What follows belongs to an exercise in optimizing a design on an open flow for small area, a short achievable clock period and few clock cycles per item; a production flow would make more cautious choices.
In this exercise RTL edits were held to simulation tests only and were not proved equivalent to the original.
Power figures rest on the tool's default switching activity, not on a simulated workload.

==> design/flow/design.v <==
module lz77_enc (
    input  wire        clk,
    input  wire        rst,             
    input  wire [6:0]  cfg_window,      
    input  wire [5:0]  cfg_lookahead,   
    input  wire        in_valid,
    output wire        in_ready,
    input  wire [7:0]  in_data,
    input  wire        in_last,         
    output wire        out_valid,
    input  wire        out_ready,
    output wire [15:0] out_offset,
    output wire [15:0] out_length,
    output wire [7:0]  out_literal,
    output wire        out_last         
);
    localparam BUF_AW   = 7;            
    localparam MAX_HIST = 64;           
    localparam MAX_AHEAD = 64;          
    localparam S_WAIT   = 2'd0;
    localparam S_SEARCH = 2'd1;
    localparam S_EMIT   = 2'd2;
    reg  [7:0]        buf_mem [0:(1<<BUF_AW)-1];
    reg  [1:0]        state;
    reg  [BUF_AW-1:0] wp;               
    reg  [BUF_AW-1:0] ip;               
    reg  [6:0]        hist;             
    reg               last_seen;        
    reg               msg_start;        
    reg  [6:0]        win;              
    reg  [5:0]        look;             
    reg  [5:0]        cap;              
    reg  [6:0]        off;              
    reg  [5:0]        k;                
    reg  [5:0]        best_len;
    reg  [6:0]        best_off;
    wire [BUF_AW-1:0] avail = wp - ip;  
    assign in_ready = !last_seen && (avail < MAX_AHEAD);
    wire   in_fire  = in_valid && in_ready;
    always @(posedge clk) begin
        if (in_fire)
            buf_mem[wp] <= in_data;
    end
    wire [BUF_AW-1:0] cand_addr = ip - off[BUF_AW-1:0] + {1'b0, k};
    wire [BUF_AW-1:0] cur_addr  = (state == S_EMIT) ? ip + {1'b0, best_len}
                                                    : ip + {1'b0, k};
    wire [7:0] cand_byte = buf_mem[cand_addr];
    wire [7:0] cur_byte  = buf_mem[cur_addr];
    wire [6:0] look_ext   = {1'b0, look};
    wire       can_start  = (avail != 0) &&
                            (last_seen || (avail > look_ext));
    wire [6:0] left_m1    = avail - 7'd1;
    wire [5:0] start_cap  = (last_seen && (left_m1 < look_ext)) ? left_m1[5:0] : look;
    wire [6:0] start_off  = (hist < win) ? hist : win;
    wire       eq         = (cand_byte == cur_byte);
    wire [5:0] k_next     = k + 6'd1;
    wire       extend     = eq && (k_next < cap);
    wire [5:0] cand_len   = eq ? k_next : k;
    wire       better     = cand_len > best_len;
    wire [5:0] new_best   = better ? cand_len : best_len;
    wire [6:0] used       = {1'b0, best_len} + 7'd1;
    assign out_valid   = (state == S_EMIT);
    assign out_offset  = {9'd0, best_off};
    assign out_length  = {10'd0, best_len};
    assign out_literal = cur_byte;
    assign out_last    = last_seen && (avail == used);
    wire   out_fire    = out_valid && out_ready;
    wire [7:0] hist_sum = {1'b0, hist} + {1'b0, used};
    always @(posedge clk) begin
        if (rst) begin
            state     <= S_WAIT;
            wp        <= 0;
            ip        <= 0;
            hist      <= 0;
            last_seen <= 1'b0;
            msg_start <= 1'b1;
            win       <= 7'd1;
            look      <= 6'd1;
            cap       <= 0;
            off       <= 0;
            k         <= 0;
            best_len  <= 0;
            best_off  <= 0;
        end else begin
            if (in_fire) begin
                wp <= wp + 1'b1;
                if (in_last)
                    last_seen <= 1'b1;
                if (msg_start) begin
                    msg_start <= 1'b0;
                    win       <= cfg_window;
                    look      <= cfg_lookahead;
                end
            end
            case (state)
            S_WAIT: begin
                if (!msg_start && can_start) begin
                    cap      <= start_cap;
                    off      <= start_off;
                    k        <= 0;
                    best_len <= 0;
                    best_off <= 0;
                    if (start_off == 0 || start_cap == 0)
                        state <= S_EMIT;
                    else
                        state <= S_SEARCH;
                end
            end
            S_SEARCH: begin
                if (extend) begin
                    k <= k_next;
                end else begin
                    if (better) begin
                        best_len <= cand_len;
                        best_off <= off;
                    end
                    k <= 0;
                    if (off == 7'd1 || new_best == cap)
                        state <= S_EMIT;
                    else
                        off <= off - 7'd1;
                end
            end
            S_EMIT: begin
                if (out_fire) begin
                    ip    <= ip + used[BUF_AW-1:0];
                    hist  <= (hist_sum > MAX_HIST) ? MAX_HIST[6:0] : hist_sum[6:0];
                    state <= S_WAIT;
                    if (out_last) begin
                        hist      <= 0;
                        last_seen <= 1'b0;
                        msg_start <= 1'b1;
                    end
                end
            end
            default: state <= S_WAIT;
            endcase
        end
    end
endmodule
==> design/flow/run.sh <==
#!/bin/bash
# synth_recipe.tcl (not shown) runs the flow's synth.tcl, then flattens the netlist and writes it again
# the make line also repeats each setting of config.mk as NAME=value (left out here)
make -C /OpenROAD-flow-scripts/flow DESIGN_CONFIG=/design/flow/config.mk WORK_HOME=/design/flow/orfs CLKGATE_MAP_FILE= SYNTH_SCRIPT=/design/flow/synth_recipe.tcl finish
==> design/flow/config.mk <==
export PLATFORM = sky130hd
export DESIGN_NAME = lz77_enc
export DESIGN_NICKNAME = lz77_enc
export VERILOG_FILES = /design/flow/design.v
export SDC_FILE = /design/flow/constraint.sdc
export NUM_CORES = 4
export LEC_CHECK = 0
export CAP_MARGIN = 20
export CORE_MARGIN = 2
export CORE_UTILIZATION = 40
export SLEW_MARGIN = 20
==> design/flow/constraint.sdc <==
create_clock -name core_clock -period 10.0 [get_ports {clk}]
set_input_delay 2.0000 -clock core_clock [delete_from_list [all_inputs] [get_ports {clk}]]
set_output_delay 2.0000 -clock core_clock [all_outputs]
set_load 0.01 [all_outputs]
==> results of run 1 <==
-- power by group --
group / leakage, nW / total (mW) / internal [mW] / switching [mW]
clock: 1.84 / 4.40 / 2.55 / 1.86
combinational: 7.86 / 3.40 / 1.38 / 2.02
sequential: 9.77 / 5.08 / 5.04 / 0.0421
-- placed cells by master (no fill, tap or decap), types with 62 or more instances in the layout --
cell type and count:
ha_1 66, nand2_1 91, dfxtp_1 70, mux2i_1 224, edfxtp_1 1024, clkbuf_16 115, a21oi_1 62, inv_1 75
buf_4 80, mux4_2 545, nor2_1 219
-- through the flow --
step / util / worst slack (ns) / cell area [um2] / hold slack (ns) / power [mW]
detailed placement: 0.423 / 0.799 / 57300 / 0.478 / 8.55
global route: 0.452 / 0.383 / 61200 / 0.523 / 13.3
CTS: 0.451 / 0.766 / 61100 / 0.495 / 12.9
floorplan: - / 2.74 / 54700 / 0.449 / 7.37
global placement: 0.423 / 0.862 / 57200 / 0.476 / 8.54
finish: 0.452 / 0.726 / 61200 / 0.486 / 12.9
-- cell type report --
type,instances,area (um2),share of cell area
clock buffer,132,2940,0.0481
clock inverter,75,910,0.0149
inverter,79,297,0.00485
timing repair buffer,140,1380,0.0225
multi-input combinational,1770,21300,0.348
sequential,1094,32200,0.525
antenna,1,2.50,0.0000409
tap,1781,2230,0.0364
-- registers in the layout, indices dropped and copies added, names as in the netlist --
| name | count |
|---|---|
| best_len | 6 |
| best_off | 7 |
| buf_mem | 1024 |
| cap | 6 |
| hist | 7 |
| ip | 7 |
| k | 6 |
| last_seen | 1 |
| look | 6 |
| msg_start | 1 |
| off | 7 |
| state | 2 |
| win | 7 |
| wp | 7 |
-- final timing paths --
check	to	cells past startpoint	slack, ns	start
worst max-delay path	off[1]	30	0.73	k[0]
worst min register to register	win[0]	2	0.49	win[0]
worst max register to register	off[1]	30	0.73	k[0]
worst min-delay path	win[0]	2	0.49	win[0]
-- kinds of logic (layout without fill, tap and decap cells) --
logic type,Yosys count,count (layout),synth area share
AOI/OAI and AO/OA,269,269,0.0351
buffers and inverters,302,426,0.0263
muxes,809,809,0.274
and+or+nand+nor,521,521,0.0444
other,1,20,0.0000686
adders and majority gates,78,78,0.0192
xor gates and xnor gates,74,74,0.0125
DFF,1094,1094,0.588
-- layer usage --
layer / track usage / vias up / wire length [um]
li1: - / 13100 / -
met1: 0.319 / 16900 / 65200
met2: 0.366 / 1725 / 77300
met3: 0.0556 / 241 / 15300
met4: 0.0702 / 2 / 4870
met5: 0 / - / 13
-- worst register-to-register path, delay by kind of cell, from the launching register on --
kind	cells	cell delay, ns
multiplexers	7	2.27
AND/OR/NAND/NOR	7	1.94
adder cells (fa/ha/maj)	4	1.90
AO/OA/AOI/OAI	7	1.43
buffers and inverters	4	0.96
flip-flops	1	0.47
XOR/XNOR	1	0.22
==> summary.txt, run 1 <==
status no timing/DRC/antenna violations; vias per cell around 6.3; fin cells between 5000 and 6000; row count 135; CTS clock-pin slew for the worst setup and hold paths around 0.060 ns; wire per inst 32.1 um; CTS-repair resized insts 0; largest net degree at the start of global routing 111; Mean Syn Cell Area approximately 17 um2; Final Max Slew Viols 0; Netlist Area Pre-Place 54600 um2; Total Routing Usage GR 0.232; Overflow after GRT 0; Sink Count about 1100; CTS tree yes; post-detail-place hpwl ~110 mm; Tmin final slightly above 9 ns; Hold Path Class reg -> reg; critical path's largest stage delay ~1.2 ns; yosys warns 1; Final Setup Violations 0; Top FF cell, synth edfxtp_1; CTS root buffer clkbuf_16; Clock Path Buffers 3; area growth from synthesis to layout 12.0%; Iteration-0 DRC Markers about 4000; core area about 140000 um2; Post-synth top cells 1024 x edfxtp_1, 545 x mux4_2, 238 x nor2_1; global-route wire length before repair between 200 and 250 mm; Vias approximately 32000; RSZ-0062 raised after global routing false; TritonCTS Buffers between 100 and 150; P_leak roughly 19 nW; async set or reset register ratio after synthesis 0; critical path endpoint category register; post-synth cell types 86; power density cells ~210 nW/um2; crit path launch type register; Initial Util 0.403; vias in the first global route between 30000 and 40000; RD Place Congestion 0.921; Slew headroom 0.226; drt total wl 163 mm; most numerous cell in the Yosys netlist edfxtp_1; Post-CTS Setup Bufs 0; Nets 3303; critical path type reg -> reg; hold buffers post-CTS 0; endpoints failing hold 0; final period utilization 0.927; data required time of the worst path 10.63 ns; Die W 374 um; Die H 374 um; DRC Markers 0; critical path's top delay family multiplexers; worst clock skew a little under 0.08 ns; worst vdd ir around 0.18 mV; antenna violations before repair 1; Yosys top cell area share 0.563; PortBufs 49; H-tree Lvls 3; post-synthesis sequential area ratio 0.588; num ports between 60 and 70; ANT nets after route 0; clock latency (worst-skew pair) between 0.7 and 0.8 ns; CP max-delay cell fa_4; filler instances between 10000 and 15000; post-synth top area cell edfxtp_1; Fmax 108 MHz; synthesized instance count between 3000 and 4000; layout cell share with drive strength beyond 1 0.274; Die Area between 100000 and 150000 um2; crit path max fanout 38; max_cap viols 0; Bufs and invs on worst path 4; drt first pass iters 5; placed cell count a little under 5000; Synth area leaders edfxtp_1 56%, mux4_2 22%, mux2i_1 4.1%; Worst-Margin Slew approximately 1.2 ns; Seq cells post-synth between 1000 and 1500; crit-path most repeated cell mux2i_1; Post-synth EDFFs slightly above 1000; setup TNS 0 ns; CP arrival between 9 and 10 ns
Testbench counts, summed over its fixed seeds: cycles 512,884, bytes 35,399.
==> run 2, diff against run 1 <==
==> design/flow/design.v (replaced) <==
module lz77_enc (
    input  wire        clk,
    input  wire        rst,             
    input  wire [6:0]  cfg_window,      
    input  wire [5:0]  cfg_lookahead,   
    input  wire        in_valid,
    output wire        in_ready,
    input  wire [7:0]  in_data,
    input  wire        in_last,         
    output wire        out_valid,
    input  wire        out_ready,
    output wire [15:0] out_offset,
    output wire [15:0] out_length,
    output wire [7:0]  out_literal,
    output wire        out_last         
);
    localparam N = 64;                  
    reg        a_valid;
    reg  [7:0] a_data;
    reg        a_last;
    reg        msg_start;               
    reg  [6:0] win;                     
    reg  [5:0] look;                    
    reg        rdy;                     
    assign in_ready = rdy;
    wire   in_fire  = in_valid && rdy;
    reg  [7:0] hist [1:N];              
    reg  [N:1] m;                       
    reg  [5:0] t;                       
    reg  [6:0] pos;                     
    reg        e0_v, e1_v;
    reg  [6:0] e0_off, e1_off;
    reg  [5:0] e0_len, e1_len;
    reg  [7:0] e0_lit, e1_lit;
    reg        e0_last, e1_last;
    wire go = a_valid && !e1_v;         
    wire       t0 = (t == 6'd0);
    wire [N:1] eq;
    wire [N:1] init;
    genvar d;
    generate
        for (d = 1; d <= N; d = d + 1) begin : g_cmp
            assign eq[d]   = (hist[d] == a_data);
            assign init[d] = (pos >= d) && (win >= d);
        end
    endgenerate
    wire [N:1] m_eff = t0 ? init : m;
    wire [N:1] e     = m_eff & eq;
    wire       any   = |e;
    wire       cap_hit = (t == look);
    wire       lit   = a_last || cap_hit || !any;
    reg  [6:0] pe;
    integer i;
    always @(*) begin
        pe = 7'd0;
        for (i = 1; i <= N; i = i + 1)
            if (m[i]) pe = i;
    end
    wire [6:0] p_off = t0 ? 7'd0 : pe;
    wire push = go && lit;
    wire pop  = e0_v && out_ready;
    assign out_valid   = e0_v;
    assign out_offset  = {9'd0, e0_off};
    assign out_length  = {10'd0, e0_len};
    assign out_literal = e0_lit;
    assign out_last    = e0_last;
    wire e1_v_next = e1_v ? !pop : (push && e0_v && !pop);
    integer k;
    always @(posedge clk) begin
        if (!e1_v)
            a_data <= in_data;
        if (go) begin
            hist[1] <= a_data;
            for (k = 2; k <= N; k = k + 1)
                hist[k] <= hist[k-1];
            m <= e;
        end
        if (!e0_v || pop) begin
            if (e1_v) begin
                e0_off  <= e1_off;
                e0_len  <= e1_len;
                e0_lit  <= e1_lit;
                e0_last <= e1_last;
            end else begin
                e0_off  <= p_off;
                e0_len  <= t;
                e0_lit  <= a_data;
                e0_last <= a_last;
            end
        end
        if (!e1_v) begin
            e1_off  <= p_off;
            e1_len  <= t;
            e1_lit  <= a_data;
            e1_last <= a_last;
        end
    end
    always @(posedge clk) begin
        if (rst) begin
            a_valid   <= 1'b0;
            a_last    <= 1'b0;
            msg_start <= 1'b1;
            win       <= 7'd1;
            look      <= 6'd1;
            rdy       <= 1'b1;
            t         <= 6'd0;
            pos       <= 7'd0;
            e0_v      <= 1'b0;
            e1_v      <= 1'b0;
        end else begin
            if (!e1_v) begin
                a_valid <= in_valid;
                a_last  <= in_last;
            end
            if (in_fire) begin
                msg_start <= in_last;
                if (msg_start) begin
                    win  <= cfg_window;
                    look <= cfg_lookahead;
                end
            end
            if (go) begin
                t   <= lit ? 6'd0 : t + 6'd1;
                pos <= a_last ? 7'd0 : (pos[6] ? pos : pos + 7'd1);
            end
            if (!e0_v || pop)
                e0_v <= e1_v || push;
            e1_v <= e1_v_next;
            rdy  <= !e1_v_next;
        end
    end
endmodule
==> summary.txt, run 2 <==
worst vdd ir 0.126 mV (was 0.180 mV); row count 99 (was 135); Top FF cell, synth edfxtp_1 (unchanged); wire per inst 23.3 um (was 32.1 um); drt first pass iters 21 (was 5); XOR/XNOR share of the synthesized area 0.154 (was 0.0125); P_leak 10.6 nW (was 19.5 nW); CTS clock-pin slew for the worst setup and hold paths 0.06 ns (about the same); CP arrival 4.59 ns (was 9.90 ns); post-synth cell types 79 (was 86); max reg flops 512 (was 1024); Overflow after GRT 0 (unchanged); largest net degree at the start of global routing 195 (was 111); data required time of the worst path 10.42 ns (was 10.63 ns); endpoints failing hold 0 (unchanged); reg2reg start t[0] (was k[0]); worst clock skew 0.0275 ns (was 0.0776 ns); Antenna Cells 0 (was 1); num ports 69 (unchanged); async set or reset register ratio after synthesis 0 (unchanged); Seq cells post-synth 660 (was 1094); Initial Util 0.405 (was 0.403); status no timing/DRC/antenna violations (unchanged); multiplexer area fraction after synthesis 0.00824 (was 0.274); RSZ-0062 raised after global routing false (unchanged); clock latency (worst-skew pair) 0.62 ns (was 0.78 ns); Post-synth top cells 606 x edfxtp_1, 392 x xnor2_1, 130 x xor2_1 (was 1024 x edfxtp_1, 545 x mux4_2, 238 x nor2_1); DRC Markers 0 (unchanged); area growth from synthesis to layout 11.9% (was 12.0%); post-synth top area cell edfxtp_1 (unchanged); Tmin final 4.18 ns (was 9.27 ns); vias per cell 5.56 (was 6.30); Largest regs hist (512), m (64); post-synthesis simple-gate area fraction 0.0808 (was 0.0444); Biggest register hist (was buf_mem); Total Routing Usage GR 0.197 (was 0.232); TritonCTS Buffers 70 (was 114); Vias 17800 (was 32000); Mean Syn Cell Area 13.7 um2 (was 17.4 um2); core area 73100 um2 (was 135000 um2); most numerous cell in the Yosys netlist edfxtp_1 (unchanged); critical path type reg -> reg (unchanged); Fmax 239 MHz (was 108 MHz); Reg2Reg Capture Point t[3] (was off[1]); Iteration-0 DRC Markers 2099 (was 4003); worst setup path start t[0] (was k[0]); ANT nets after route 0 (unchanged); RD Place Congestion 0.930 (was 0.921); Sink Count 660 (was 1094); crit path max fanout 26 (was 38); Nets 2224 (was 3303); hold buffers post-CTS 0 (unchanged); Die H 276 um (was 374 um); drt total wl 74.7 mm (was 163 mm); PortBufs 49 (unchanged); Final Util 0.453 (was 0.452); H-tree Lvls 3 (unchanged); CTS tree yes (unchanged); Synth area leaders edfxtp_1 61%, xnor2_1 12%, xor2_1 3.8% (was edfxtp_1 56%, mux4_2 22%, mux2i_1 4.1%); commonest non-fill, non-tap cells in the layout 606 x edfxtp_1, 392 x xnor2_1, 130 x xor2_1 (was 1024 x edfxtp_1, 545 x mux4_2, 224 x mux2i_1); global-route wire length before repair 113 mm (was 234 mm); CTS root buffer clkbuf_16 (unchanged); Slew headroom 0.202 (was 0.226); Die Area 76200 um2 (was 140000 um2); Final Total Pwr 6.21 mW (was 12.9 mW); Netlist Area Pre-Place 29600 um2 (was 54600 um2); crit path to t[3] (was off[1]); flop2flop setup slack 5.82 ns (was 0.73 ns); vias in the first global route 17700 (was 31400); synthesized instance count 2165 (was 3148); Die W 276 um (was 374 um); power density cells 188 nW/um2 (was 210 nW/um2); post-synthesis sequential area ratio 0.651 (was 0.588); largest family of logic cells by synthesized area XOR/XNOR gates (was multiplexers); worst reg-to-reg path cell count 12 (was 30); CTS-repair resized insts 0 (unchanged); most common cell after layout, fill and taps aside edfxtp_1 (unchanged); antenna violations before repair 0 (was 1); compound-cell area share of the yosys netlist 0.0741 (was 0.0351); yosys warns 2 (was 1); post-detail-place hpwl 49.8 mm (was 107 mm); Final Setup Violations 0 (unchanged); layout cell share with drive strength beyond 1 0.0718 (was 0.274); Worst-Margin Slew 1.20 ns (was 1.16 ns); max_cap viols 0 (unchanged); setup TNS 0 ns (unchanged); Clock Path Buffers 3 (unchanged); Post-synth EDFFs 606 (was 1024); Post-CTS Setup Bufs 0 (unchanged); Worst Hold Launch hist[53][4] (was win[0]); crit path launch type register (unchanged); Yosys top cell area share 0.615 (was 0.563); Post-Synth Adder-Cell Area 0.00211 (was 0.0192); final period utilization 0.418 (was 0.927); critical path endpoint category register (unchanged); Final Max Slew Viols 0 (unchanged); Hold Path Class reg -> reg (unchanged)
==> run 2: critical path, stage by stage (launching register included) <==
cell      delay (ns)
dfxtp_1         0.36
inv_1           0.12
ha_1            0.15
buf_4           0.27
inv_1           0.47
nor2_8          0.58
mux2i_1         0.27
nor3_1          0.09
or4_1           0.57
nor4_1          0.40
nand4_2         0.31
nand2_1         0.25
a211oi_1        0.13
==> run 2: per-stage QoR <==
stage | hold slack [ns] | std cells | cell area, um2 | worst slack (ns)
after detailed placement | 0.440 | 3080 | 30900 | 5.91
final | 0.453 | 3202 | 33100 | 5.82
after global routing | 0.470 | 3202 | 33100 | 5.61
after global placement | 0.435 | 3080 | 30900 | 5.97
after CTS | 0.455 | 3202 | 33100 | 5.86
after floorplan | 0.412 | 2183 | 29700 | 0.565
==> run 2: cell families after synthesis <==
logic type                 count (synthesis)
AOI/OAI and AO/OA                        327
xor gates and xnor gates                 522
adders and majority gates                  5
buffers and inverters                    186
DFF                                      660
muxes                                     22
other                                      1
and+or+nand+nor                          442
==> run 2: where the power goes <==
group	leakage, nW	switching (mW)	internal [mW]	total, mW
logic	3.35	0.292	0.186	0.478
clock network	1.04	1.06	1.42	2.48
registers	6.19	0.0916	3.16	3.25
==> run 2: worst min path at each step <==
stage	to	slack, ns	cells after the start
finish	hist[54][4]	0.45	0
global route	hist[54][4]	0.47	0
CTS	e1_off[5]	0.46	2
detailed placement	e1_off[5]	0.44	2
global placement	e1_off[5]	0.44	2
floorplan	e1_off[5]	0.41	2
==> run 2: final cells by class <==
class | instances | area (um2)
Clock inverter | 29 | 240
Fill cell | 6513 | 40000
Clock buffer | 93 | 1910
Timing Repair Buffer | 82 | 763
Multi-Input combinational cell | 1337 | 9540
Inverter | 42 | 165
Sequential cell | 660 | 19300
Tap cell | 959 | 1200
==> run 2: layer usage <==
metal	global-route usage	wire, um
met1	0.280	33700
met2	0.309	34300
met3	0.0282	4380
met4	0.0689	2240
met5	0	0
Testbench counts of run 2, summed over its fixed seeds: cycles 35,415, bytes 35,399.
==> run 3, diff against run 2 <==
--- a/design/flow/design.v
+++ b/design/flow/design.v
@@ -27,21 +27,21 @@
     reg  [7:0] hist [1:N];              
     reg  [N:1] m;                       
     reg  [5:0] t;                       
-    reg  [6:0] pos;                     
+    reg        t0;                      
+    reg  [6:0] lim;                     
     reg        e0_v, e1_v;
     reg  [6:0] e0_off, e1_off;
     reg  [5:0] e0_len, e1_len;
     reg  [7:0] e0_lit, e1_lit;
     reg        e0_last, e1_last;
     wire go = a_valid && !e1_v;         
-    wire       t0 = (t == 6'd0);
     wire [N:1] eq;
     wire [N:1] init;
     genvar d;
     generate
         for (d = 1; d <= N; d = d + 1) begin : g_cmp
             assign eq[d]   = (hist[d] == a_data);
-            assign init[d] = (pos >= d) && (win >= d);
+            assign init[d] = (lim >= d);
         end
     endgenerate
     wire [N:1] m_eff = t0 ? init : m;
@@ -49,6 +49,7 @@
     wire       any   = |e;
     wire       cap_hit = (t == look);
     wire       lit   = a_last || cap_hit || !any;
+    wire [N:1] m_next = m_eff & (eq | {N{!go}});
     reg  [6:0] pe;
     integer i;
     always @(*) begin
@@ -73,8 +74,8 @@
             hist[1] <= a_data;
             for (k = 2; k <= N; k = k + 1)
                 hist[k] <= hist[k-1];
-            m <= e;
         end
+        m <= m_next;
         if (!e0_v || pop) begin
             if (e1_v) begin
                 e0_off  <= e1_off;
@@ -104,7 +105,8 @@
             look      <= 6'd1;
             rdy       <= 1'b1;
             t         <= 6'd0;
-            pos       <= 7'd0;
+            t0        <= 1'b1;
+            lim       <= 7'd0;
             e0_v      <= 1'b0;
             e1_v      <= 1'b0;
         end else begin
@@ -121,7 +123,8 @@
             end
             if (go) begin
                 t   <= lit ? 6'd0 : t + 6'd1;
-                pos <= a_last ? 7'd0 : (pos[6] ? pos : pos + 7'd1);
+                t0  <= lit;
+                lim <= a_last ? 7'd0 : (lim == win ? lim : lim + 7'd1);
             end
             if (!e0_v || pop)
                 e0_v <= e1_v || push;
--- a/design/flow/config.mk
+++ b/design/flow/config.mk
@@ -5,6 +5,7 @@
 export SDC_FILE = /design/flow/constraint.sdc
 export NUM_CORES = 4
 export LEC_CHECK = 0
+export ABC_CLOCK_PERIOD_IN_PS = 2500
 export CAP_MARGIN = 20
 export CORE_MARGIN = 2
 export CORE_UTILIZATION = 40
==> summary.txt, run 3 <==
Worst-Margin Slew 1.21 ns (was 1.20 ns); setup TNS 0 ns (unchanged); Vias 16800 (was 17800); post-synth top area cell edfxtp_1 (unchanged); RSZ-0062 raised after global routing false (unchanged); P_leak 11.0 nW (was 10.6 nW); commonest non-fill, non-tap cells in the layout 542 x edfxtp_1, 472 x xor2_1, 130 x nor4_1 (was 606 x edfxtp_1, 392 x xnor2_1, 130 x xor2_1); Hold Path Class reg -> reg (unchanged); Mean Syn Cell Area 13.5 um2 (was 13.7 um2); PortBufs 49 (unchanged); Largest regs hist (512), m (64) (unchanged); Final Setup Violations 0 (unchanged); most common cell after layout, fill and taps aside edfxtp_1 (unchanged); critical path's top delay family buffers and inverters (was simple AND/OR/NAND/NOR gates); hold buffers post-CTS 0 (unchanged); Top FF cell, synth edfxtp_1 (unchanged); most numerous cell in the Yosys netlist edfxtp_1 (unchanged); CP arrival 4.35 ns (was 4.59 ns); hold path depth 0 (unchanged); final period utilization 0.413 (was 0.418); antenna violations before repair 1 (was 0); Seq cells post-synth 661 (was 660); Overflow after GRT 0 (unchanged); FF+latch area 18700 um2 (was 19300 um2); Hold Path End hist[53][1] (was hist[54][4]); CTS clock-pin slew for the worst setup and hold paths 0.06 ns (about the same); max_cap viols 0 (unchanged); Post-CTS Setup Bufs 0 (unchanged); flop2flop setup slack 5.87 ns (was 5.82 ns); Multi-input gate area 9180 um2 (was 9540 um2); reg2reg start e1_v (was t[0]); ANT nets after route 0 (unchanged); critical path type reg -> reg (unchanged); Initial Util 0.405 (about the same); Post-synth EDFFs 542 (was 606); row count 97 (was 99); crit path max fanout 79 (was 26); Slew headroom 0.195 (was 0.202); CP max-delay cell buf_4 (was nor2_8); core area 70300 um2 (was 73100 um2); Fmax 242 MHz (was 239 MHz); data required time of the worst path 10.23 ns (was 10.42 ns); Final Max Slew Viols 0 (unchanged); filler instances 6230 (was 6513); wire per inst 21.7 um (was 23.3 um); post-detail-place hpwl 44.6 mm (was 49.8 mm); Sink Count 661 (was 660); Tmin final 4.13 ns (was 4.18 ns); TritonCTS Buffers 72 (was 70); RD Place Congestion 0.885 (was 0.930); Iteration-0 DRC Markers 1379 (was 2099); crit-path most repeated cell buf_4 (was inv_1); endpoints failing hold 0 (unchanged); worst clock skew 0.0212 ns (was 0.0275 ns); M1 WL 30.7 mm (was 33.7 mm); worst reg-to-reg path cell count 7 (was 12); CTS-repair resized insts 0 (unchanged); Die Area 73300 um2 (was 76200 um2); clock latency (worst-skew pair) 0.61 ns (was 0.62 ns); vias per cell 5.33 (was 5.56); crit path launch type register (unchanged); area growth from synthesis to layout 12.7% (was 11.9%); synthesized instance count 2104 (was 2165); CTS tree yes (unchanged); worst vdd ir 0.131 mV (was 0.126 mV); post-synthesis sequential area ratio 0.655 (was 0.651); Yosys top cell area share 0.572 (was 0.615); Reg2Reg Capture Point hist[2][2] (was t[3]); Die W 271 um (was 276 um); Biggest register hist (unchanged); post-synth cell types 72 (was 79); power density cells 201 nW/um2 (was 188 nW/um2); critical path's largest stage delay 0.83 ns (was 0.58 ns); Post-synth top cells 542 x edfxtp_1, 472 x xor2_1, 130 x nor4_1 (was 606 x edfxtp_1, 392 x xnor2_1, 130 x xor2_1); status no timing/DRC/antenna violations (unchanged); critical path endpoint category register (unchanged); max layer used met4 (unchanged); drt total wl 68.4 mm (was 74.7 mm); max reg flops 512 (unchanged); Cell Area, Placed 29900 um2 (was 30900 um2); Worst Hold Launch hist[52][1] (was hist[53][4]); Clock Path Buffers 3 (unchanged); DRC Markers 0 (unchanged); largest net degree at the start of global routing 191 (was 195); WL met3 3.96 mm (was 4.38 mm); Netlist Area Pre-Place 28500 um2 (was 29600 um2); Total Routing Usage GR 0.185 (was 0.197); Final Cell Area 32100 um2 (was 33100 um2); vias in the first global route 16900 (was 17700); Die H 271 um (was 276 um); CTS root buffer clkbuf_16 (unchanged); H-tree Lvls 3 (unchanged); Synth area leaders edfxtp_1 57%, xor2_1 15%, dfxtp_1 8.4% (was edfxtp_1 61%, xnor2_1 12%, xor2_1 3.8%); async set or reset register ratio after synthesis 0 (unchanged); num ports 69 (unchanged); drt first pass iters 8 (was 21); Bufs and invs on worst path 6 (was 3); Nets 2184 (was 2224); layout cell share with drive strength beyond 1 0.0699 (was 0.0718); global-route wire length before repair 103 mm (was 113 mm); met2 wire len 31.8 mm (was 34.3 mm); yosys warns 2 (unchanged); critical path cell sequence inv_1, nand2_1, buf_4, inv_8, buf_16, buf_4, buf_4 (was inv_1, ha_1, buf_4, inv_1, nor2_8, mux2i_1, nor3_1, or4_1, nor4_1, nand4_2, nand2_1, a211oi_1); worst hold slack 0.454 ns (was 0.453 ns)
==> run 3: cell count changes in the layout (fill, tap and decap cells not counted), moves of 19 or more <==
cell,change
nor2_1,+23
xor2_1,+342
dfxtp_1,+64
a211oi_1,-27
edfxtp_1,-64
a21oi_1,+26
xnor2_1,-336
nor4_1,+79
nand4_1,-92
inv_1,-19
==> run 3: power by group <==
group	total, mW	switching (mW)	internal, mW
combinational	0.631	0.397	0.233
sequential	3.29	0.118	3.17
clock	2.52	1.06	1.45
==> run 3: metrics by stage <==
step                 util  std cells  total power [mW]  setup WS, ns
CTS                 0.456       3142              6.52          5.87
finish              0.457       3145              6.44          5.87
global placement    0.425       3018              3.97          5.90
global route        0.457       3144              6.71          5.58
detailed placement  0.425       3018              3.98          5.87
floorplan               -       2122              3.81          1.35
==> run 3: kinds of logic (layout without fill, tap and decap cells) <==
group,after synthesis,count (layout),share of synthesized area
AO/OA/AOI/OAI,295,295,0.0666
other,1,20,0.000132
multiplexers,17,17,0.00663
flip-flops,661,661,0.655
XOR/XNOR,528,528,0.162
adder cells (fa/ha/maj),4,4,0.00176
AND/OR/NAND/NOR,451,451,0.0824
buffers and inverters,147,229,0.0249
==> run 3: worst max-delay path by stage <==
stage,startpoint,endpoint,depth (start not counted),slack (ns)
global placement,e1_v,hist[29][3],6,5.90
floorplan,e1_v,hist[10][0],5,1.35
detailed placement,e1_v,hist[5][0],6,5.87
CTS,e1_v,hist[5][4],6,5.87
global route,e1_v,hist[5][0],7,5.58
finish,e1_v,hist[2][2],7,5.87
==> run 3: metal layers <==
| layer | up-vias | track usage |
|---|---|---|
| li1 | 7792 | - |
| met1 | 8406 | 0.251 |
| met2 | 459 | 0.291 |
| met3 | 121 | 0.0419 |
| met4 | 0 | 0.0666 |
| met5 | - | 0 |
==> run 3: layout make-up <==
| type | count | share of cell area |
|---|---|---|
| Sequential cell | 661 | 0.581 |
| Multi-Input combinational cell | 1314 | 0.286 |
| Clock buffer | 93 | 0.0609 |
| Tap cell | 940 | 0.0366 |
| Timing Repair Buffer | 81 | 0.0246 |
| Clock inverter | 31 | 0.00745 |
| Inverter | 24 | 0.00304 |
| Antenna cell | 1 | 0.0000780 |
Testbench counts of run 3, summed over its fixed seeds: cycles 35,415, bytes 35,399.
==> run 4, diff against run 3 <==
--- a/design/flow/config.mk
+++ b/design/flow/config.mk
@@ -9,4 +9,5 @@
 export CAP_MARGIN = 20
 export CORE_MARGIN = 2
 export CORE_UTILIZATION = 40
+export SETUP_SLACK_MARGIN = 5
 export SLEW_MARGIN = 20
==> summary.txt, run 4 <==
Mean Syn Cell Area 13.5 um2 (unchanged); post-synth top area cell edfxtp_1 (unchanged); data required time of the worst path 10.21 ns (was 10.23 ns); max_cap viols 0 (unchanged); Total Routing Usage GR 0.181 (was 0.185); worst reg-to-reg path cell count 5 (was 7); Synth area leaders edfxtp_1 57%, xor2_1 15%, dfxtp_1 8.4% (unchanged); Die W 271 um (unchanged); CTS-repair resized insts 0 (unchanged); sequential share of power 0.508 (was 0.511); vias in the first global route 16900 (about the same); filler instances 6111 (was 6230); Iteration-0 DRC Markers 1616 (was 1379); Biggest register hist (unchanged); synthesized instance count 2104 (unchanged); Top FF cell, synth edfxtp_1 (unchanged); Fmax 240 MHz (was 242 MHz); crit path to hist[47][7] (was hist[2][2]); Switching Fraction 0.246 (was 0.245); Clock Path Buffers 3 (unchanged); status no timing/DRC/antenna violations (unchanged); Die H 271 um (unchanged); Multi-input gate area 9180 um2 (unchanged); post-detail-place hpwl 43.4 mm (was 44.6 mm); RD Place Congestion 0.912 (was 0.885); critical path type reg -> reg (unchanged); Final Setup Violations 0 (unchanged); Slew headroom 0.274 (was 0.195); crit path max fanout 134 (was 79); area growth from synthesis to layout 12.8% (was 12.7%); antenna violations before repair 0 (was 1); power density cells 201 nW/um2 (about the same); Vias 16900 (was 16800); Post-synth top cells 542 x edfxtp_1, 472 x xor2_1, 130 x nor4_1 (unchanged); Final Max Slew Viols 0 (unchanged); TritonCTS Buffers 72 (unchanged); Final Total Pwr 6.47 mW (was 6.44 mW); Largest regs hist (512), m (64) (unchanged); Netlist Area Pre-Place 28500 um2 (unchanged); Tmin final 4.17 ns (was 4.13 ns); hold buffers post-CTS 0 (unchanged); final period utilization 0.417 (was 0.413); drt first pass iters 6 (was 8); CP arrival 4.38 ns (was 4.35 ns); core area 70300 um2 (unchanged); P_leak 11.0 nW (about the same); clock latency (worst-skew pair) 0.62 ns (was 0.61 ns); ANT nets after route 0 (unchanged); layout cell share with drive strength beyond 1 0.0719 (was 0.0699); worst vdd ir 0.103 mV (was 0.131 mV); CTS tree yes (unchanged); RSZ-0062 raised after global routing false (unchanged); worst setup path start e1_v (unchanged); Overflow after GRT 0 (unchanged); commonest non-fill, non-tap cells in the layout 542 x edfxtp_1, 472 x xor2_1, 130 x nor4_1 (unchanged); FF+latch area 18700 um2 (unchanged); max reg flops 512 (unchanged); flop2flop setup slack 5.83 ns (was 5.87 ns); crit path launch type register (unchanged); Initial Util 0.405 (unchanged); Reg2Reg Capture Point hist[47][7] (was hist[2][2]); post-synthesis sequential area ratio 0.655 (unchanged); endpoints failing hold 0 (unchanged); DRC Markers 0 (unchanged); wire per inst 21.2 um (was 21.7 um); setup TNS 0 ns (unchanged); row count 97 (unchanged); Worst-Margin Slew 1.09 ns (was 1.21 ns); Post-CTS Setup Bufs 0 (unchanged); yosys warns 2 (unchanged); clock power share 0.395 (was 0.391); Sink Count 661 (unchanged); H-tree Lvls 3 (unchanged); Worst Hold Launch hist[44][7] (was hist[52][1]); critical path endpoint category register (unchanged); PortBufs 49 (unchanged); vias per cell 5.36 (was 5.33); num ports 69 (unchanged); total net switching power 1.59 mW (was 1.58 mW); largest net degree at the start of global routing 186 (was 191); drt total wl 66.8 mm (was 68.4 mm); post-synth cell types 72 (unchanged); combinational group share of total power 0.097 (was 0.098); Yosys top cell area share 0.572 (unchanged); worst clock skew 0.0252 ns (was 0.0212 ns); Nets 2183 (was 2184); most common cell after layout, fill and taps aside edfxtp_1 (unchanged); reg2reg start e1_v (unchanged); most numerous cell in the Yosys netlist edfxtp_1 (unchanged); Post-synth EDFFs 542 (unchanged); Die Area 73300 um2 (unchanged); CTS root buffer clkbuf_16 (unchanged); async set or reset register ratio after synthesis 0 (unchanged); Seq cells post-synth 661 (unchanged); Hold Path Class reg -> reg (unchanged); CTS clock-pin slew for the worst setup and hold paths 0.06 ns (about the same); global-route wire length before repair 102 mm (was 103 mm); Pint 4.88 mW (was 4.86 mW)
run 4: cell counts after synthesis:
Identical to the previous run, type by type.
run 4: cells by family (layout without fill, tap and decap cells):
logic type | after synthesis | in the layout | synth area share
AND/OR/NAND/NOR | 451 | 451 | 0.0824
multiplexers | 17 | 17 | 0.00663
buffers and inverters | 147 | 236 | 0.0249
flip-flops | 661 | 661 | 0.655
AO/OA/AOI/OAI | 295 | 295 | 0.0666
XOR/XNOR | 528 | 528 | 0.162
adder cells (fa/ha/maj) | 4 | 4 | 0.00176
other | 1 | 20 | 0.000132
run 4: final cells by class:
class / instances / share of cell area
Inverter: 24 / 0.00304
Timing Repair Buffer: 80 / 0.0233
Antenna cell: 1 / 0.0000779
Clock inverter: 38 / 0.00853
Tap cell: 940 / 0.0366
Sequential cell: 661 / 0.581
Multi-Input combinational cell: 1314 / 0.286
Clock buffer: 94 / 0.0616
run 4: worst min path at each step:
stage,cells past startpoint,end
2_1_floorplan,2,e1_off[5]
3_5_place_dp,2,e1_off[5]
6_report,0,hist[45][7]
3_3_place_gp,2,e1_off[5]
4_1_cts,2,e1_off[5]
5_1_grt,0,hist[14][4]
run 4: power by group through the flow:
stage / sequential [mW] / clock, mW / combinational (mW)
2_1_floorplan: 3.32 / 0 / 0.453
3_3_place_gp: 3.34 / 0 / 0.624
3_5_place_dp: 3.34 / 0 / 0.630
4_1_cts: 3.29 / 2.61 / 0.634
5_1_grt: 3.31 / 2.72 / 0.693
6_report: 3.29 / 2.55 / 0.629
run 4: stage by stage:
| step | worst slack, ns | cells | cell area, um2 | util | hold WS, ns |
|---|---|---|---|---|---|
| 2_1_floorplan | 5.90 | 2122 | 28600 | - | 0.412 |
| 3_3_place_gp | 5.80 | 3019 | 29900 | 0.425 | 0.435 |
| 3_5_place_dp | 5.79 | 3019 | 29900 | 0.425 | 0.440 |
| 4_1_cts | 5.80 | 3151 | 32100 | 0.457 | 0.453 |
| 5_1_grt | 5.45 | 3151 | 32100 | 0.457 | 0.471 |
| 6_report | 5.83 | 3152 | 32100 | 0.457 | 0.449 |
run 4: critical path, cell delays in order, from the launching register on:
cell	delay (ns)
dfxtp_1	0.31
inv_1	0.44
nand2_1	0.28
inv_8	0.70
buf_4	0.95
buf_4	0.92
run 4: routing by layer:
metal | GRT usage | part of all wire | up-vias
met3 | 0.0308 | 0.054 | 107
met5 | 0 | 0 | -
met2 | 0.280 | 0.45 | 518
met4 | 0.0579 | 0.025 | 0
li1 | - | - | 7822
met1 | 0.259 | 0.47 | 8452
==> run 5, diff against run 4 <==
==> design/flow/flow/run.sh (new file) <==
#!/bin/bash
set -euo pipefail
bash standard.sh SETUP_SLACK_MARGIN=7.2 finish > make_finish.log 2>&1
==> design/flow/standard.sh (new file) <==
#!/bin/bash
# synth_recipe.tcl (not shown) runs the flow's synth.tcl, then flattens the netlist and writes it again
# the make line also repeats each setting of config.mk as NAME=value (left out here)
make -C /OpenROAD-flow-scripts/flow DESIGN_CONFIG=/design/flow/config.mk WORK_HOME=/design/flow/orfs CLKGATE_MAP_FILE= SYNTH_SCRIPT=/design/flow/synth_recipe.tcl "${@:-finish}"
--- a/design/flow/config.mk
+++ b/design/flow/config.mk
@@ -9,5 +9,4 @@
 export CAP_MARGIN = 20
 export CORE_MARGIN = 2
 export CORE_UTILIZATION = 40
-export SETUP_SLACK_MARGIN = 5
 export SLEW_MARGIN = 20
removed: design/flow/run.sh
==> summary.txt, run 5 <==
status no timing/DRC/antenna violations (unchanged); antenna violations before repair 1 (was 0); H-tree Lvls 3 (unchanged); Fmax 311 MHz (was 240 MHz); critical path's top delay family flip-flops (was buffers and inverters); Biggest register hist (unchanged); most numerous cell in the Yosys netlist edfxtp_1 (unchanged); CTS clock-pin slew for the worst setup and hold paths 0.06 ns (about the same); worst clock skew 0.0264 ns (was 0.0252 ns); largest net degree at the start of global routing 196 (was 186); CTS tree yes (unchanged); hold buffers post-CTS 0 (unchanged); Clock Path Buffers 3 (unchanged); worst hold slack 0.452 ns (was 0.449 ns); Final Setup Violations 0 (unchanged); Final Util 0.493 (was 0.457); Die H 271 um (unchanged); Switching Fraction 0.256 (was 0.246); Post-synth EDFFs 542 (unchanged); Tmin final 3.21 ns (was 4.17 ns); total net switching power 1.71 mW (was 1.59 mW); Die Area 73300 um2 (unchanged); Post-synth top cells 542 x edfxtp_1, 472 x xor2_1, 130 x nor4_1 (unchanged); DRC Markers 0 (unchanged); Vias 18000 (was 16900); P_leak 12.0 nW (was 11.0 nW); multiplexer area fraction after synthesis 0.00663 (unchanged); layout cell share with drive strength beyond 1 0.182 (was 0.0719); Seq cells post-synth 661 (unchanged); endpoints failing hold 0 (unchanged); Synth area leaders edfxtp_1 57%, xor2_1 15%, dfxtp_1 8.4% (unchanged); Worst-Margin Slew 1.10 ns (was 1.09 ns); sequential share of power 0.493 (was 0.508); crit path max fanout 1 (was 134); CP arrival 1.21 ns (was 4.38 ns); critical path cell sequence buf_2 (was inv_1, nand2_1, inv_8, buf_4, buf_4); vias per cell 5.54 (was 5.36); Hold Path Class reg -> reg (unchanged); core area 70300 um2 (unchanged); compound-cell area share of the yosys netlist 0.0666 (unchanged); clock latency (worst-skew pair) 0.62 ns (about the same); max reg flops 512 (unchanged); post-synth cell types 72 (unchanged); critical path's largest stage delay 0.43 ns (was 0.95 ns); Pint 4.96 mW (was 4.88 mW); post-synth top area cell edfxtp_1 (unchanged); Mean Syn Cell Area 13.5 um2 (unchanged); Netlist Area Pre-Place 28500 um2 (unchanged); Yosys top cell area share 0.572 (unchanged); CP max-delay cell edfxtp_1 (was buf_4); setup TNS 0 ns (unchanged); Total Routing Usage GR 0.201 (was 0.181); Antenna Cells 0 (was 1); commonest non-fill, non-tap cells in the layout 542 x edfxtp_1, 469 x xor2_1, 110 x dfxtp_1 (was 542 x edfxtp_1, 472 x xor2_1, 130 x nor4_1); Sink Count 661 (unchanged); largest family of logic cells by synthesized area XOR/XNOR gates (unchanged); drt total wl 78.2 mm (was 66.8 mm); CTS root buffer clkbuf_16 (unchanged); post-synthesis simple-gate area fraction 0.0824 (unchanged); data required time of the worst path 8.00 ns (was 10.21 ns); Bufs and invs on worst path 1 (was 4); critical path endpoint category primary output (was register); TritonCTS Buffers 71 (was 72); critical path type reg -> out (was reg -> reg); Nets 2286 (was 2183); area growth from synthesis to layout 21.6% (was 12.8%); yosys warns 2 (unchanged); RD Place Congestion 0.933 (was 0.912); combinational group share of total power 0.123 (was 0.097); Iteration-0 DRC Markers 1962 (was 1616); Top FF cell, synth edfxtp_1 (unchanged); power density cells 193 nW/um2 (was 201 nW/um2); clock power share 0.383 (was 0.395); Die W 271 um (unchanged); worst vdd ir 0.116 mV (was 0.103 mV); wire per inst 24.1 um (was 21.2 um); PortBufs 49 (unchanged); vias in the first global route 17800 (was 16900); Largest regs hist (512), m (64) (unchanged); Initial Util 0.405 (unchanged); post-detail-place hpwl 44.7 mm (was 43.4 mm); synthesized instance count 2104 (unchanged); RSZ-0062 raised after global routing true (was false); most common cell after layout, fill and taps aside edfxtp_1 (unchanged); num ports 69 (unchanged); drt first pass iters 5 (was 6); Slew headroom 0.266 (was 0.274); post-synthesis sequential area ratio 0.655 (unchanged); Post-Synth Adder-Cell Area 0.00176 (unchanged); crit path launch type register (unchanged); global-route wire length before repair 112 mm (was 102 mm); Final Max Slew Viols 0 (unchanged); row count 97 (unchanged); ANT nets after route 0 (unchanged); XOR/XNOR share of the synthesized area 0.162 (unchanged); Overflow after GRT 0 (unchanged); max_cap viols 0 (unchanged); final period utilization 0.321 (was 0.417); async set or reset register ratio after synthesis 0 (unchanged)
[run 5: cell counts after synthesis]
Identical to the previous run, type by type.
[run 5: metrics by stage]
step           cell area, um2  power (mW)  setup slack [ns]  std cells
3_3_place_gp            29800        3.97              6.01       3018
4_1_cts                 33800        6.66              6.74       3213
5_1_grt                 34600        6.89              6.76       3250
3_5_place_dp            29800        3.98              6.00       3018
2_1_floorplan           28600        3.77              7.20       2122
6_report                34600        6.67              6.79       3250
[run 5: power groups by stage]
stage	clock network [mW]	logic [mW]	registers, mW
CTS	2.61	0.756	3.29
floorplan	0	0.456	3.31
finish	2.56	0.822	3.29
global route	2.70	0.878	3.31
global placement	0	0.623	3.35
detailed placement	0	0.627	3.35
[run 5: kinds of logic (layout without fill, tap and decap cells)]
kind of cell	Yosys count	count (layout)
other	1	19
XOR/XNOR	528	528
flip-flops	661	661
AND/OR/NAND/NOR	451	451
buffers and inverters	147	335
adder cells (fa/ha/maj)	4	4
multiplexers	17	17
AO/OA/AOI/OAI	295	295
[run 5: timing repair]
action | CTS | global route
setup buffers | 55 | 28
pin swaps | 46 | 58
cloned | 13 | 9
endpoints found under the setup margin | 504 | 309
resized for setup | 289 | 76
[run 5: per-layer routing]
| metal | share of wire | global-route usage | vias up |
|---|---|---|---|
| met5 | 0 | 0 | - |
| met4 | 0.027 | 0.0675 | 0 |
| met3 | 0.068 | 0.0375 | 127 |
| met2 | 0.46 | 0.316 | 664 |
| met1 | 0.44 | 0.281 | 9195 |
| li1 | - | - | 8006 |
[run 5: final timing paths]
kind              from            end  slack [ns]  cells after the start
min reg2reg  e1_off[5]      e1_off[5]        0.45                      2
max          e0_off[2]  out_offset[2]        6.79                      1
max reg2reg     lim[6]            rdy        7.01                     10
min          e1_off[5]      e1_off[5]        0.45                      2
[run 5: area by class of cell]
class | instances | area [um2]
flip-flops and latches | 661 | 18700
clock buffers | 100 | 1950
clock inverters | 27 | 284
repair buffers | 183 | 2280
inverters | 24 | 120
multi-input cells | 1314 | 10100
fillers | 5941 | 35600
well taps | 940 | 1180
repair inverters | 1 | 11.3
==> run 6, diff against run 5 <==
==> design/flow/flow/run.sh (replaced) <==
#!/bin/bash
set -euo pipefail
bash standard.sh SETUP_SLACK_MARGIN=6.8 finish > make_finish.log 2>&1
--- a/design/flow/config.mk
+++ b/design/flow/config.mk
@@ -9,4 +9,6 @@
 export CAP_MARGIN = 20
 export CORE_MARGIN = 2
 export CORE_UTILIZATION = 40
+export CTS_CLUSTER_DIAMETER = 100
+export CTS_CLUSTER_SIZE = 30
 export SLEW_MARGIN = 20
==> summary.txt, run 6 <==
Worst-Margin Slew 1.07 ns (was 1.10 ns); sequential share of power 0.605 (was 0.493); yosys warns 2 (unchanged); PortBufs 49 (unchanged); synthesized instance count 2104 (unchanged); Mean Syn Cell Area 13.5 um2 (unchanged); Final Max Slew Viols 0 (unchanged); commonest non-fill, non-tap cells in the layout 542 x edfxtp_1, 472 x xor2_1, 116 x dfxtp_1 (was 542 x edfxtp_1, 469 x xor2_1, 110 x dfxtp_1); Switching Fraction 0.259 (was 0.256); async set or reset register ratio after synthesis 0 (unchanged); clock power share 0.268 (was 0.383); Sink Count 661 (unchanged); Yosys top cell area share 0.572 (unchanged); CTS root buffer clkbuf_16 (unchanged); combinational group share of total power 0.127 (was 0.123); Antenna Cells 0 (unchanged); post-synth top area cell edfxtp_1 (unchanged); Total Routing Usage GR 0.185 (was 0.201); endpoints failing hold 0 (unchanged); Tmin final 3.23 ns (was 3.21 ns); Initial Util 0.405 (unchanged); num ports 69 (unchanged); Pint 4.02 mW (was 4.96 mW); Final Setup Violations 0 (unchanged); post-detail-place hpwl 44.5 mm (was 44.7 mm); Post-synth top cells 542 x edfxtp_1, 472 x xor2_1, 130 x nor4_1 (unchanged); post-synth cell types 72 (unchanged); vias per cell 5.47 (was 5.54); worst clock skew 0.0193 ns (was 0.0264 ns); status no timing/DRC/antenna violations (unchanged); CP max-delay cell edfxtp_1 (unchanged); data required time of the worst path 8.00 ns (about the same); global-route wire length before repair 105 mm (was 112 mm); max_cap viols 0 (unchanged); drt total wl 69.9 mm (was 78.2 mm); worst hold slack 0.473 ns (was 0.452 ns); H-tree Lvls 1 (was 3); ANT nets after route 0 (unchanged); Clock Path Buffers 3 (unchanged); largest net degree at the start of global routing 144 (was 196); most common cell after layout, fill and taps aside edfxtp_1 (unchanged); power density cells 173 nW/um2 (was 193 nW/um2); Seq cells post-synth 661 (unchanged); critical path's largest stage delay 0.44 ns (was 0.43 ns); most numerous cell in the Yosys netlist edfxtp_1 (unchanged); crit path max fanout 1 (unchanged); critical path type reg -> out (unchanged); Die H 271 um (unchanged); Netlist Area Pre-Place 28500 um2 (unchanged); Post-synth EDFFs 542 (unchanged); Largest regs hist (512), m (64) (unchanged); Nets 2161 (was 2286); Biggest register hist (unchanged); Top FF cell, synth edfxtp_1 (unchanged); Die Area 73300 um2 (unchanged); layout cell share with drive strength beyond 1 0.0903 (was 0.182); drt first pass iters 5 (unchanged); setup TNS 0 ns (unchanged); Bufs and invs on worst path 1 (unchanged); critical path cell sequence buf_2 (unchanged); Overflow after GRT 0 (unchanged); row count 97 (unchanged); worst vdd ir 0.123 mV (was 0.116 mV); P_leak 10.7 nW (was 12.0 nW); DRC Markers 0 (unchanged); filler instances 6236 (was 5941); total net switching power 1.40 mW (was 1.71 mW); hold buffers post-CTS 0 (unchanged); max reg flops 512 (unchanged); vias in the first global route 16800 (was 17800); wire per inst 22.6 um (was 24.1 um); core area 70300 um2 (unchanged); RSZ-0062 raised after global routing true (unchanged); Hold Path Class reg -> reg (unchanged); final period utilization 0.323 (was 0.321); Iteration-0 DRC Markers 1647 (was 1962); area growth from synthesis to layout 10.5% (was 21.6%); post-synthesis sequential area ratio 0.655 (unchanged); critical path endpoint category primary output (unchanged); clock latency (worst-skew pair) 0.62 ns (about the same); RD Place Congestion 0.879 (was 0.933); antenna violations before repair 0 (was 1); critical path's top delay family flip-flops (unchanged); Die W 271 um (unchanged); CP arrival 1.23 ns (was 1.21 ns); CTS clock-pin slew for the worst setup and hold paths 0.11 ns (was 0.06 ns); TritonCTS Buffers 27 (was 71); CTS tree yes (unchanged); Slew headroom 0.289 (was 0.266); Fmax 310 MHz (was 311 MHz); Vias 16900 (was 18000); Synth area leaders edfxtp_1 57%, xor2_1 15%, dfxtp_1 8.4% (unchanged); crit path launch type register (unchanged)
## run 6: cell counts after synthesis
No cell type changed its count.
## run 6: through the flow
step	cell area, um2	cells	setup WS [ns]	power, mW	util
floorplan	28600	2122	6.91	3.77	-
global route	31500	3089	6.73	5.64	0.448
finish	31500	3089	6.77	5.43	0.448
CTS	31200	3083	6.72	5.45	0.444
detailed placement	29800	3018	5.62	3.98	0.425
global placement	29800	3018	5.62	3.97	0.425
## run 6: logic make-up after synthesis
family          share of synthesized area
compound gates                     0.0666
xor+xnor                            0.162
fa+ha+maj                         0.00176
buf+inv                            0.0249
flops                               0.655
mux                               0.00663
other cells                      0.000132
simple gates                       0.0824
## run 6: layout make-up
| type | count | area, um2 | share of cell area |
|---|---|---|---|
| Sequential cell | 661 | 18700 | 0.593 |
| Multi-Input combinational cell | 1314 | 9490 | 0.302 |
| Tap cell | 940 | 1180 | 0.0374 |
| Timing Repair Buffer | 102 | 1130 | 0.0358 |
| Clock buffer | 38 | 738 | 0.0235 |
| Clock inverter | 9 | 135 | 0.00430 |
| Inverter | 24 | 116 | 0.00370 |
| Timing Repair inverter | 1 | 8.76 | 0.000278 |
## run 6: worst paths after layout
path	start	endpoint	slack [ns]	cells past startpoint
setup reg to reg	t0	e1_v	6.78	10
hold reg to reg	hist[47][1]	hist[48][1]	0.47	0
hold / removal	hist[47][1]	hist[48][1]	0.47	0
setup / recovery	e0_off[3]	out_offset[3]	6.77	1
## run 6: power groups by stage
stage	registers (mW)	clock network [mW]	logic, mW
5_1_grt	3.30	1.58	0.754
4_1_cts	3.28	1.49	0.676
3_5_place_dp	3.35	0	0.624
3_3_place_gp	3.35	0	0.616
6_report	3.28	1.46	0.690
2_1_floorplan	3.31	0	0.453
## run 6: what timing repair did
| action | CTS | global route |
|---|---|---|
| gates resized for setup | 170 | 40 |
| buffers inserted | 14 | 4 |
| pin swaps | 3 | 4 |
| endpoints found under the setup margin | 292 | 214 |
| cloned | 4 | 2 |
## run 6: metal layers
metal,global-route usage,vias to the layer above,part of all wire
met4,0.0371,0,0.018
li1,-,7719,-
met2,0.301,517,0.47
met5,0,-,0
met3,0.0215,81,0.055
met1,0.268,8571,0.45
==> run 7, diff against run 6 <==
--- a/design/flow/design.v
+++ b/design/flow/design.v
@@ -14,7 +14,9 @@
     output wire [7:0]  out_literal,
     output wire        out_last         
 );
-    localparam N = 64;                  
+    localparam N    = 64;               
+    localparam RING = 8;                
+    localparam RW   = 3;                
     reg        a_valid;
     reg  [7:0] a_data;
     reg        a_last;
@@ -24,17 +26,19 @@
     reg        rdy;                     
     assign in_ready = rdy;
     wire   in_fire  = in_valid && rdy;
-    reg  [7:0] hist [1:N];              
-    reg  [N:1] m;                       
-    reg  [5:0] t;                       
-    reg        t0;                      
-    reg  [6:0] lim;                     
+    reg  [7:0]    hist [1:N];           
+    reg  [RW-1:0] rot;                  
+    reg  [N:1]    m;                    
+    reg  [5:0]    t;                    
+    reg           t0;                   
+    reg  [6:0]    lim;                  
     reg        e0_v, e1_v;
     reg  [6:0] e0_off, e1_off;
     reg  [5:0] e0_len, e1_len;
     reg  [7:0] e0_lit, e1_lit;
     reg        e0_last, e1_last;
-    wire go = a_valid && !e1_v;         
+    wire aligned = (rot == {RW{1'b0}}) || (lim == 7'd0);
+    wire go      = a_valid && !e1_v && aligned;
     wire [N:1] eq;
     wire [N:1] init;
     genvar d;
@@ -44,12 +48,12 @@
             assign init[d] = (lim >= d);
         end
     endgenerate
-    wire [N:1] m_eff = t0 ? init : m;
-    wire [N:1] e     = m_eff & eq;
-    wire       any   = |e;
+    wire [N:1] m_eff   = t0 ? init : m;
+    wire [N:1] e       = m_eff & eq;
+    wire       any     = |e;
     wire       cap_hit = (t == look);
-    wire       lit   = a_last || cap_hit || !any;
-    wire [N:1] m_next = m_eff & (eq | {N{!go}});
+    wire       lit     = a_last || cap_hit || !any;
+    wire [N:1] m_next  = m_eff & (eq | {N{!go}});
     reg  [6:0] pe;
     integer i;
     always @(*) begin
@@ -65,16 +69,22 @@
     assign out_length  = {10'd0, e0_len};
     assign out_literal = e0_lit;
     assign out_last    = e0_last;
-    wire e1_v_next = e1_v ? !pop : (push && e0_v && !pop);
+    wire          e1_v_next    = e1_v ? !pop : (push && e0_v && !pop);
+    wire          a_valid_next = in_fire || (a_valid && !go);
+    wire [6:0]    lim_next     = go ? (a_last ? 7'd0 : (lim == win ? lim : lim + 7'd1)) : lim;
+    wire [RW-1:0] rot_next     = go ? {RW{1'b0}} : rot + 1'b1;
+    wire          go_next      = a_valid_next && !e1_v_next &&
+                                 ((rot_next == {RW{1'b0}}) || (lim_next == 7'd0));
     integer k;
     always @(posedge clk) begin
-        if (!e1_v)
+        if (rdy)
             a_data <= in_data;
-        if (go) begin
-            hist[1] <= a_data;
-            for (k = 2; k <= N; k = k + 1)
+        for (k = 2; k <= N; k = k + 1)
+            if ((k - 1) % RING != 0)
                 hist[k] <= hist[k-1];
-        end
+            else
+                hist[k] <= go ? hist[k-1] : hist[k+RING-1];
+        hist[1] <= go ? a_data : hist[RING];
         m <= m_next;
         if (!e0_v || pop) begin
             if (e1_v) begin
@@ -104,16 +114,16 @@
             win       <= 7'd1;
             look      <= 6'd1;
             rdy       <= 1'b1;
+            rot       <= {RW{1'b0}};
             t         <= 6'd0;
             t0        <= 1'b1;
             lim       <= 7'd0;
             e0_v      <= 1'b0;
             e1_v      <= 1'b0;
         end else begin
-            if (!e1_v) begin
-                a_valid <= in_valid;
-                a_last  <= in_last;
-            end
+            a_valid <= a_valid_next;
+            if (rdy)
+                a_last <= in_last;
             if (in_fire) begin
                 msg_start <= in_last;
                 if (msg_start) begin
@@ -122,14 +132,15 @@
                 end
             end
             if (go) begin
-                t   <= lit ? 6'd0 : t + 6'd1;
-                t0  <= lit;
-                lim <= a_last ? 7'd0 : (lim == win ? lim : lim + 7'd1);
+                t  <= lit ? 6'd0 : t + 6'd1;
+                t0 <= lit;
             end
+            lim  <= lim_next;
+            rot  <= rot_next;
             if (!e0_v || pop)
                 e0_v <= e1_v || push;
             e1_v <= e1_v_next;
-            rdy  <= !e1_v_next;
+            rdy  <= !a_valid_next || go_next;
         end
     end
 endmodule
==> summary.txt, run 7 <==
TritonCTS Buffers 26 (was 27); H-tree Lvls 1 (unchanged); multiplexer area fraction after synthesis 0.00814 (was 0.00663); Fmax 312 MHz (was 310 MHz); Final Total Pwr 7.58 mW (was 5.43 mW); Worst Slack Setup Final 6.80 ns (was 6.77 ns); flop2flop setup slack 6.83 ns (was 6.78 ns); Sink Count 664 (was 661); post-synth cell types 92 (was 72); power density cells 283 nW/um2 (was 173 nW/um2); Total Routing Usage GR 0.201 (was 0.185); placed cell count 3057 (was 3018); Post-synth EDFFs 30 (was 542); antenna violations before repair 0 (unchanged); RSZ-0062 raised after global routing true (unchanged); compound-cell area share of the yosys netlist 0.0770 (was 0.0666); Antenna Cells 0 (unchanged); Die H 252 um (was 271 um); final period utilization 0.320 (was 0.323); Slew headroom 0.358 (was 0.289); layout cell share with drive strength beyond 1 0.0754 (was 0.0903); drt first pass iters 6 (was 5); post-synth top area cell dfxtp_1 (was edfxtp_1); crit path launch type register (unchanged); critical path's largest stage delay 0.44 ns (about the same); max reg flops 512 (unchanged); Mean Syn Cell Area 10.5 um2 (was 13.5 um2); fin cells 3116 (was 3089); data required time of the worst path 8.00 ns (about the same); Largest regs hist (512), m (64) (unchanged); worst vdd ir 0.169 mV (was 0.123 mV); post-synthesis simple-gate area fraction 0.128 (was 0.0824); DRC Markers 0 (unchanged); Die W 252 um (was 271 um); area growth from synthesis to layout 8.99% (was 10.5%); crit path max fanout 1 (unchanged); Final Setup Violations 0 (unchanged); CTS tree yes (unchanged); row count 90 (was 97); setup slack after placement 5.64 ns (was 5.62 ns); largest net degree at the start of global routing 78 (was 144); Vias 16400 (was 16900); Post-synth top cells 634 x dfxtp_1, 422 x xor2_1, 290 x nand2_1 (was 542 x edfxtp_1, 472 x xor2_1, 130 x nor4_1); Nets 2357 (was 2161); Tmin final 3.20 ns (was 3.23 ns); wire per inst 21.5 um (was 22.6 um); Final Max Slew Viols 0 (unchanged); Clock Path Buffers 3 (unchanged); worst clock skew 0.0153 ns (was 0.0193 ns); PortBufs 49 (unchanged); CP max-delay cell edfxtp_1 (unchanged); Iteration-0 DRC Markers 1264 (was 1647); crit path to out_offset[0] (was out_offset[3]); reg2reg start lim[1] (was t0); Seq cells post-synth 664 (was 661); Cell Area, Placed 25500 um2 (was 29800 um2); CTS root buffer clkbuf_16 (unchanged); commonest non-fill, non-tap cells in the layout 629 x dfxtp_1, 422 x xor2_1, 290 x nand2_1 (was 542 x edfxtp_1, 472 x xor2_1, 116 x dfxtp_1); global-route wire length before repair 98.4 mm (was 105 mm); setup TNS 0 ns (unchanged); most numerous cell in the Yosys netlist dfxtp_1 (was edfxtp_1); critical path cell sequence buf_2 (unchanged); critical path's top delay family flip-flops (unchanged); worst reg-to-reg path cell count 11 (was 10); Post-Synth Adder-Cell Area 0.00356 (was 0.00176); yosys warns 2 (unchanged); Yosys top cell area share 0.516 (was 0.572); CP arrival 1.20 ns (was 1.23 ns); hold buffers post-CTS 0 (unchanged); largest family of logic cells by synthesized area XOR/XNOR gates (unchanged); max_cap viols 0 (unchanged); endpoints failing hold 0 (unchanged); num ports 69 (unchanged); XOR/XNOR share of the synthesized area 0.190 (was 0.162); synthesized instance count 2332 (was 2104); Netlist Area Pre-Place 24600 um2 (was 28500 um2); Crit path depth 1 (unchanged); Top FF cell, synth dfxtp_1 (was edfxtp_1); RD Place Congestion 0.975 (was 0.879); post-detail-place hpwl 45.2 mm (was 44.5 mm); status no timing/DRC/antenna violations (unchanged); ANT nets after route 0 (unchanged); worst setup path start e0_off[0] (was e0_off[3]); CTS clock-pin slew for the worst setup and hold paths 0.12 ns (was 0.11 ns); critical path endpoint category primary output (unchanged); Final Cell Area 26800 um2 (was 31500 um2); most common cell after layout, fill and taps aside dfxtp_1 (was edfxtp_1); core area 60600 um2 (was 70300 um2); Reg2Reg Capture Point t[0] (was e1_v); Overflow after GRT 0 (unchanged); drt total wl 67.0 mm (was 69.9 mm); async set or reset register ratio after synthesis 0 (unchanged); post-synthesis sequential area ratio 0.553 (was 0.655); P_leak 10.9 nW (was 10.7 nW); clock latency (worst-skew pair) 0.61 ns (was 0.62 ns); filler instances 5675 (was 6236); Biggest register hist (unchanged); critical path type reg -> out (unchanged); Hold Path Class reg -> reg (unchanged); Synth area leaders dfxtp_1 52%, xor2_1 15%, nand2_1 4.4% (was edfxtp_1 57%, xor2_1 15%, dfxtp_1 8.4%); Initial Util 0.406 (was 0.405); Worst-Margin Slew 0.964 ns (was 1.07 ns); vias per cell 5.25 (was 5.47); Die Area 63500 um2 (was 73300 um2); Bufs and invs on worst path 1 (unchanged); vias in the first global route 16100 (was 16800)
## run 7: cell types whose count changed in the layout (fill, tap and decap cells not counted), sizes merged, moves of 11 or more
cell and delta:
edfxtp -512, o21ai -19, xnor2 +57, nor2 +18
a21oi -17, nand2 +184, nand4 +11, dfxtp +515
xor2 -50
## run 7: worst min path at each step
stage                startpoint     endpoint  slack [ns]  cells past startpoint
finish              hist[51][2]  hist[52][2]        0.36                      0
global route        hist[18][3]  hist[19][3]        0.36                      0
CTS                 hist[18][3]  hist[19][3]        0.36                      0
detailed placement  hist[47][1]  hist[48][1]        0.35                      0
global placement     hist[9][4]  hist[10][4]        0.35                      0
floorplan            hist[9][0]  hist[10][0]        0.35                      0
## run 7: area by class of cell
type	instances	area, um2	area share
clock buffer	35	706	0.0263
clock inverter	3	57.6	0.00215
inverter	26	97.6	0.00364
multi-input combinational	1509	10300	0.384
sequential	664	13600	0.508
tap	782	978	0.0365
timing repair buffer	97	1060	0.0397
## run 7: per-stage QoR
stage | utilization | hold slack [ns]
after floorplan | - | 0.349
after global placement | 0.421 | 0.350
after detailed placement | 0.421 | 0.353
after CTS | 0.438 | 0.362
after global routing | 0.443 | 0.359
final | 0.443 | 0.359
## run 7: power by group
group / internal (mW) / total (mW) / switching [mW]
Clock: 0.532 / 1.34 / 0.809
Sequential: 3.28 / 3.74 / 0.465
Combinational: 0.988 / 2.50 / 1.51
Total: 4.80 / 7.58 / 2.78
## run 7: what timing repair did
action / 4_1_cts / 5_1_grt
cloned: 2 / 4
endpoints found under the setup margin: 84 / 13
pin swaps: 0 / 7
gates resized for setup: 153 / 39
setup buffers: 11 / 4
## run 7: logic make-up (layout without fill, tap and decap cells)
group,Yosys count,after routing
AOI/OAI and AO/OA,277,277
xor gates and xnor gates,535,535
adders and majority gates,7,7
buffers and inverters,177,161
DFF,664,664
muxes,18,18
other,1,19
and+or+nand+nor,653,653
## run 7: worst register-to-register path, delay by kind of cell (launching register included)
| kind | cells | cell delay, ns |
|---|---|---|
| mux | 1 | 0.25 |
| buf+inv | 1 | 0.09 |
| compound gates | 2 | 0.39 |
| simple gates | 6 | 1.76 |
| fa+ha+maj | 1 | 0.19 |
| flops | 1 | 0.39 |
## run 7: routing by layer
metal / up-vias / track usage / routed length, um
met5: - / 0 / 0
met4: 0 / 0.0560 / 1900
met3: 96 / 0.0241 / 3790
met2: 485 / 0.333 / 31100
met1: 7966 / 0.277 / 30200
li1: 7815 / - / -
Testbench counts of run 7, summed over its fixed seeds: cycles 35,415, bytes 35,399.

==> re-timing with driven ports <==
How much do the figures lean on ideal ports? The routed layouts below were timed once more, with nothing changed but the port constraints. Step 1, drivers: a clkbuf_16 drives clk and a buf_2 each remaining input, both assumed. Step 2, shift: input delay + t, output delay - t, t = (earliest + latest rising clock arrival at the registers) / 2. This alone moves slack from input paths to output paths. Slacks: no drivers / after step 1 / after step 2; pairs: no drivers / after step 1.
run | t, ns | setup slack, ns | hold slack, ns | worst setup path after step 2 | pins driven straight from the clock port
run 1 | 0.821 | 0.726 / 0.726 / 0.726 | 0.486 / 0.486 / 0.486 | register to register | 1
run 2 | 0.661 | 5.824 / 5.824 / 5.824 | 0.453 / 0.453 / 0.453 | register to register | 1
run 3 | 0.662 | 5.874 / 5.874 / 5.874 | 0.454 / 0.454 / 0.454 | register to register | 1
run 4 | 0.661 | 5.832 / 5.832 / 5.832 | 0.449 / 0.449 / 0.449 | register to register | 1
run 5 | 0.671 | 6.789 / 6.726 / 6.534 | 0.452 / 0.452 / 0.452 | input to register | 1
run 6 | 0.677 | 6.771 / 6.708 / 6.452 | 0.473 / 0.473 / 0.473 | input to register | 1
run 7 | 0.657 | 6.798 / 6.738 / 6.289 | 0.359 / 0.359 / 0.359 | input to register | 1
After both steps every run listed still meets setup and hold. The setup slack of run 7, which loses most, moves by -0.060 ns with the drivers and by -0.509 ns with both steps.
